Background: an optimization exercise with open tools, aiming at small area, a short achievable clock period and few clock cycles per item. Do not read the settings as production practice. Only simulation tests tie the RTL to the original design; equivalence was not proved. Power and IR drop assume default switching activity.

## violet
==> flow/design.v <==
module ssdp_fwd (
    input  wire         clk,
    input  wire         rst,
    input  wire         cfg_we,
    input  wire [2:0]   cfg_port,
    input  wire [12:0]  cfg_vlan,
    input  wire         st_we,
    input  wire [2:0]   st_port,
    input  wire         st_fwd,
    input  wire [1:0]   tt_policy,
    input  wire         in_valid,
    output reg          in_ready,
    input  wire [2:0]   in_port,
    input  wire [10:0]  in_len,
    input  wire [143:0] in_hdr,
    output reg          out_valid,
    input  wire         out_ready,
    output reg  [1:0]   out_class,
    output reg  [2:0]   out_port,
    output reg  [11:0]  out_vid,
    output reg  [23:0]  out_sel
);
    localparam NP = 8;
    localparam NE = 32;
    reg [12:0]   port_vlan [0:NP-1];
    reg [NP-1:0] port_fwd;
    reg [NE-1:0] ent_valid;
    reg [47:0]   ent_key  [0:NE-1];
    reg [2:0]    ent_port [0:NE-1];
    wire [15:0] in_t0  = in_hdr[47:32];
    wire [15:0] in_t1  = in_hdr[15:0];
    wire        in_tag = (in_t0 == 16'h8200);
    wire        in_mal = (in_len < 11'd14) || (in_tag && (in_len < 11'd18));
    wire        in_ctl = ((in_tag ? in_t1 : in_t0) == 16'd38);
    wire        in_ptrunk = port_vlan[in_port][12];
    wire [11:0] in_vid    = in_ptrunk ? in_hdr[27:16] : port_vlan[in_port][11:0];
    wire [1:0]  in_class  = in_mal ? 2'd0 : in_ctl ? 2'd1 : (in_ptrunk && !in_tag) ? 2'd3 : 2'd2;
    reg         a_v;
    reg [47:0]  a_dst, a_src;
    reg [2:0]   a_p;
    reg         a_ptrunk;
    reg [11:0]  a_vid;
    reg [1:0]   a_class;
    always @(posedge clk) begin
        a_dst    <= in_hdr[143:96];
        a_src    <= in_hdr[95:48];
        a_p      <= in_port;
        a_ptrunk <= in_ptrunk;
        a_vid    <= in_vid;
        a_class  <= in_class;
    end
    reg          b_v;
    reg          b_learn;        
    reg [NE-1:0] b_hs;           
    reg [NE-1:0] b_alloc;        
    wire         b_shit = |b_hs;
    wire         b_new  = b_learn && !b_shit;
    wire [NE-1:0] valid = ent_valid | (b_new ? b_alloc : {NE{1'b0}});
    reg [NE-1:0] hs, hd;
    integer i;
    always @(*) begin
        for (i = 0; i < NE; i = i + 1) begin
            hs[i] = valid[i] && (ent_key[i] == a_src);
            hd[i] = valid[i] && (ent_key[i] == a_dst);
        end
    end
    wire [NE-1:0] alloc = ~valid & {valid[NE-2:0], 1'b1};
    wire          full  = valid[NE-1];
    wire          learn = a_v && a_class[1];      
    integer j;
    always @(posedge clk) begin
        for (j = 0; j < NE; j = j + 1) begin
            if (learn && alloc[j]) ent_key[j] <= a_src;
            if (b_learn && (b_hs[j] || b_alloc[j])) ent_port[j] <= b_p;
        end
        if (cfg_we)
            port_vlan[cfg_port] <= cfg_vlan;
    end
    reg [23:0] base;
    integer q;
    always @(*) begin
        for (q = 0; q < NP; q = q + 1) begin
            base[3*q +: 3] = 3'd0;
            if ((a_class == 2'd2) && (a_p != q[2:0]) && (!port_vlan[q][12] || port_fwd[q])) begin
                if (port_vlan[q][12]) begin
                    if (!a_ptrunk)
                        base[3*q +: 3] = 3'd2;
                    else if (tt_policy == 2'd1)
                        base[3*q +: 3] = 3'd4;
                    else if (tt_policy == 2'd2)
                        base[3*q +: 3] = 3'd2;
                    else
                        base[3*q +: 3] = 3'd1;
                end else if (a_vid == port_vlan[q][11:0]) begin
                    base[3*q +: 3] = a_ptrunk ? 3'd3 : 3'd1;
                end
            end
        end
    end
    reg [NE-1:0] b_hd;           
    reg          b_self;         
    reg          b_bcast;
    reg          b_full;         
    reg [2:0]    b_p;
    reg [11:0]   b_vid;
    reg [1:0]    b_class;
    reg [23:0]   b_base;
    always @(posedge clk) begin
        b_hd     <= hd;
        b_hs     <= hs;
        b_alloc  <= alloc;
        b_self   <= (a_dst == a_src);
        b_bcast  <= &a_dst;
        b_full   <= full;
        b_p      <= a_p;
        b_vid    <= a_vid;
        b_class  <= a_class;
        b_base   <= base;
    end
    reg [2:0] hport;
    integer k;
    always @(*) begin
        hport = 3'd0;
        for (k = 0; k < NE; k = k + 1)
            if (b_hd[k]) hport = hport | ent_port[k];
    end
    wire        b_none  = b_self && !b_bcast && (!b_full || b_shit);
    wire        unicast = !b_self && !b_bcast && (|b_hd);
    reg [23:0] sel;
    integer r;
    always @(*) begin
        for (r = 0; r < NP; r = r + 1)
            sel[3*r +: 3] = (!b_none && (!unicast || hport == r[2:0])) ? b_base[3*r +: 3] : 3'd0;
    end
    wire [40:0] result = {b_class, b_p, b_vid, sel};
    reg [40:0] sk0, sk1, sk2;
    reg [2:0]  skr, skw;         
    reg [1:0]  sc;               
    wire       o_free  = !out_valid || out_ready;
    wire       sk_any  = (sc != 2'd0);
    wire       sk_pop  = o_free && sk_any;
    wire       sk_push = b_v && (!o_free || sk_any);
    wire [1:0] sc_n    = sc + {1'b0, sk_push} - {1'b0, sk_pop};
    wire       ov_n    = o_free ? (sk_any || b_v) : 1'b1;
    wire       acc     = in_valid && in_ready;
    wire [2:0] kept  = {2'b0, a_v} + {2'b0, b_v} + {1'b0, sc};
    wire       held  = out_valid && !out_ready;
    wire       rdy_n = (kept <= 3'd1) || ((kept == 3'd2) && !(acc && held)) ||
                       ((kept == 3'd3) && !acc && !held);
    wire [40:0] sk_head = ({41{skr[0]}} & sk0) | ({41{skr[1]}} & sk1) | ({41{skr[2]}} & sk2);
    always @(posedge clk) begin
        if (o_free)
            {out_class, out_port, out_vid, out_sel} <= sk_any ? sk_head : result;
        if (sk_push && skw[0]) sk0 <= result;
        if (sk_push && skw[1]) sk1 <= result;
        if (sk_push && skw[2]) sk2 <= result;
    end
    always @(posedge clk) begin
        if (rst) begin
            a_v       <= 1'b0;
            b_v       <= 1'b0;
            b_learn   <= 1'b0;
            in_ready  <= 1'b1;
            out_valid <= 1'b0;
            sc        <= 2'd0;
            skr       <= 3'b001;
            skw       <= 3'b001;
            ent_valid <= {NE{1'b0}};
            port_fwd  <= {NP{1'b1}};
        end else begin
            a_v       <= acc;
            b_v       <= a_v;
            b_learn   <= learn;
            out_valid <= ov_n;
            sc        <= sc_n;
            in_ready  <= rdy_n;
            if (sk_push) skw <= {skw[1:0], skw[2]};
            if (sk_pop)  skr <= {skr[1:0], skr[2]};
            if (st_we)
                port_fwd[st_port] <= st_fwd;
            if (b_new)
                ent_valid <= ent_valid | b_alloc;
        end
    end
endmodule
==> flow/config.mk <==
export PLATFORM = sky130hd
export DESIGN_NAME = ssdp_fwd
export DESIGN_NICKNAME = ssdp_fwd
export VERILOG_FILES = /design/flow/design.v
export SDC_FILE = /design/flow/constraint.sdc
export NUM_CORES = 4
export LEC_CHECK = 0
export CAP_MARGIN = 20
export CORE_MARGIN = 2
export CORE_UTILIZATION = 75
export CTS_CLUSTER_DIAMETER = 100
export CTS_CLUSTER_SIZE = 25
export SETUP_SLACK_MARGIN = 5.0
export SLEW_MARGIN = 20
export TNS_END_PERCENT = 100
==> flow/constraint.sdc <==
create_clock -name core_clock -period 8.0 [get_ports {clk}]
set_input_delay 1.6000 -clock core_clock [delete_from_list [all_inputs] [get_ports {clk}]]
set_output_delay 1.6000 -clock core_clock [all_outputs]
set_load 0.01 [all_outputs]
standard.sh (not shown) runs the stock make flow with config.mk's settings and CLKGATE_MAP_FILE= SYNTH_SCRIPT=/design/flow/synth_recipe.tcl, a recipe that flattens the netlist after the stock synthesis.
==> flow/flow/run.sh <==
#!/bin/bash
# The standard layout (the standard.sh, standard synthesis included), with
# one change: the port buffers that buffer_ports inserts are
# sky130_fd_sc_hd__buf_2 cells. By default it picks clkdlybuf4s50_1, a delay
# cell of about 0.5 ns that the later repair steps cannot resize, and that sits
# on every path from an input or to an output.
set -euo pipefail
export BUFFER_PORTS_ARGS="-buffer_cell sky130_fd_sc_hd__buf_2"
bash standard.sh > standard.log 2>&1
Testbench counts of violet, summed over its fixed seeds: cycles 32,144, frames 32,000.
Setup changes, violet to cedar
# violet
export LEC_CHECK = 0
export CAP_MARGIN = 20
export CORE_MARGIN = 2
export CORE_UTILIZATION = 75
export CTS_CLUSTER_DIAMETER = 100
export CTS_CLUSTER_SIZE = 25
export SETUP_SLACK_MARGIN = 5.0
export SLEW_MARGIN = 20
export TNS_END_PERCENT = 100
create_clock -name core_clock -period 8.0 [get_ports {clk}]
# cedar
export LEC_CHECK = 0
export CAP_MARGIN = 20
export CORE_MARGIN = 2
export CORE_UTILIZATION = 65
export CTS_CLUSTER_DIAMETER = 100
export CTS_CLUSTER_SIZE = 25
export SETUP_SLACK_MARGIN = 5.0
export SLEW_MARGIN = 20
export TNS_END_PERCENT = 100
create_clock -name core_clock -period 8.0 [get_ports {clk}]
==> run notes <==
met2 demand-to-capacity share in global routing on cedar is down relative to violet. Comparing cedar and violet, clock latency of the later-clocked register in the worst-skew pair is lower on violet. Compared cedar vs violet, and final core utilization is down in cedar. Taking violet as the reference point, the required time of the critical path of cedar rises by 0.17 ns. Die area (higher): cedar. [cedar vs violet] length of routed met3 wiring: lower in cedar. Of cedar and violet, the higher final design instance area without fill belongs to cedar. In the flow results for cedar and violet, the worst setup slack is smaller on cedar. Between cedar and violet, the difference in power in the clock group is negligible. Of cedar and violet, the run reporting the higher number of clock buffer instances in the layout was violet.

-- port drivers added, routing unchanged --
Ports are ideal in the flow. The routed layouts listed here were re-timed in OpenROAD.
Step 1 assumes that a clkbuf_16 drives the clock port and a buf_2 every other input.
Step 2 moves the port delays by t, midway between the first and last clock arrival at a register: inputs arrive t later, outputs are due t later. That takes back most of the time a late clock gives input paths.
Three values: no drivers, after step 1, after step 2; two values: the first two.
| run | t (ns) | setup WS [ns] | hold slack, ns | worst setup path after step 2 |
|---|---|---|---|---|
| violet | 0.863 | 4.862 / 4.851 / 4.275 | 0.448 / 0.448 / 0.448 | input to register |
| cedar | 0.867 | 4.828 / 4.828 / 4.483 | 0.369 / 0.369 / 0.369 | input to register |
After both steps every run listed still meets setup and hold. The setup slack of violet, which loses most, moves by -0.011 ns with the drivers and by -0.587 ns with both steps.
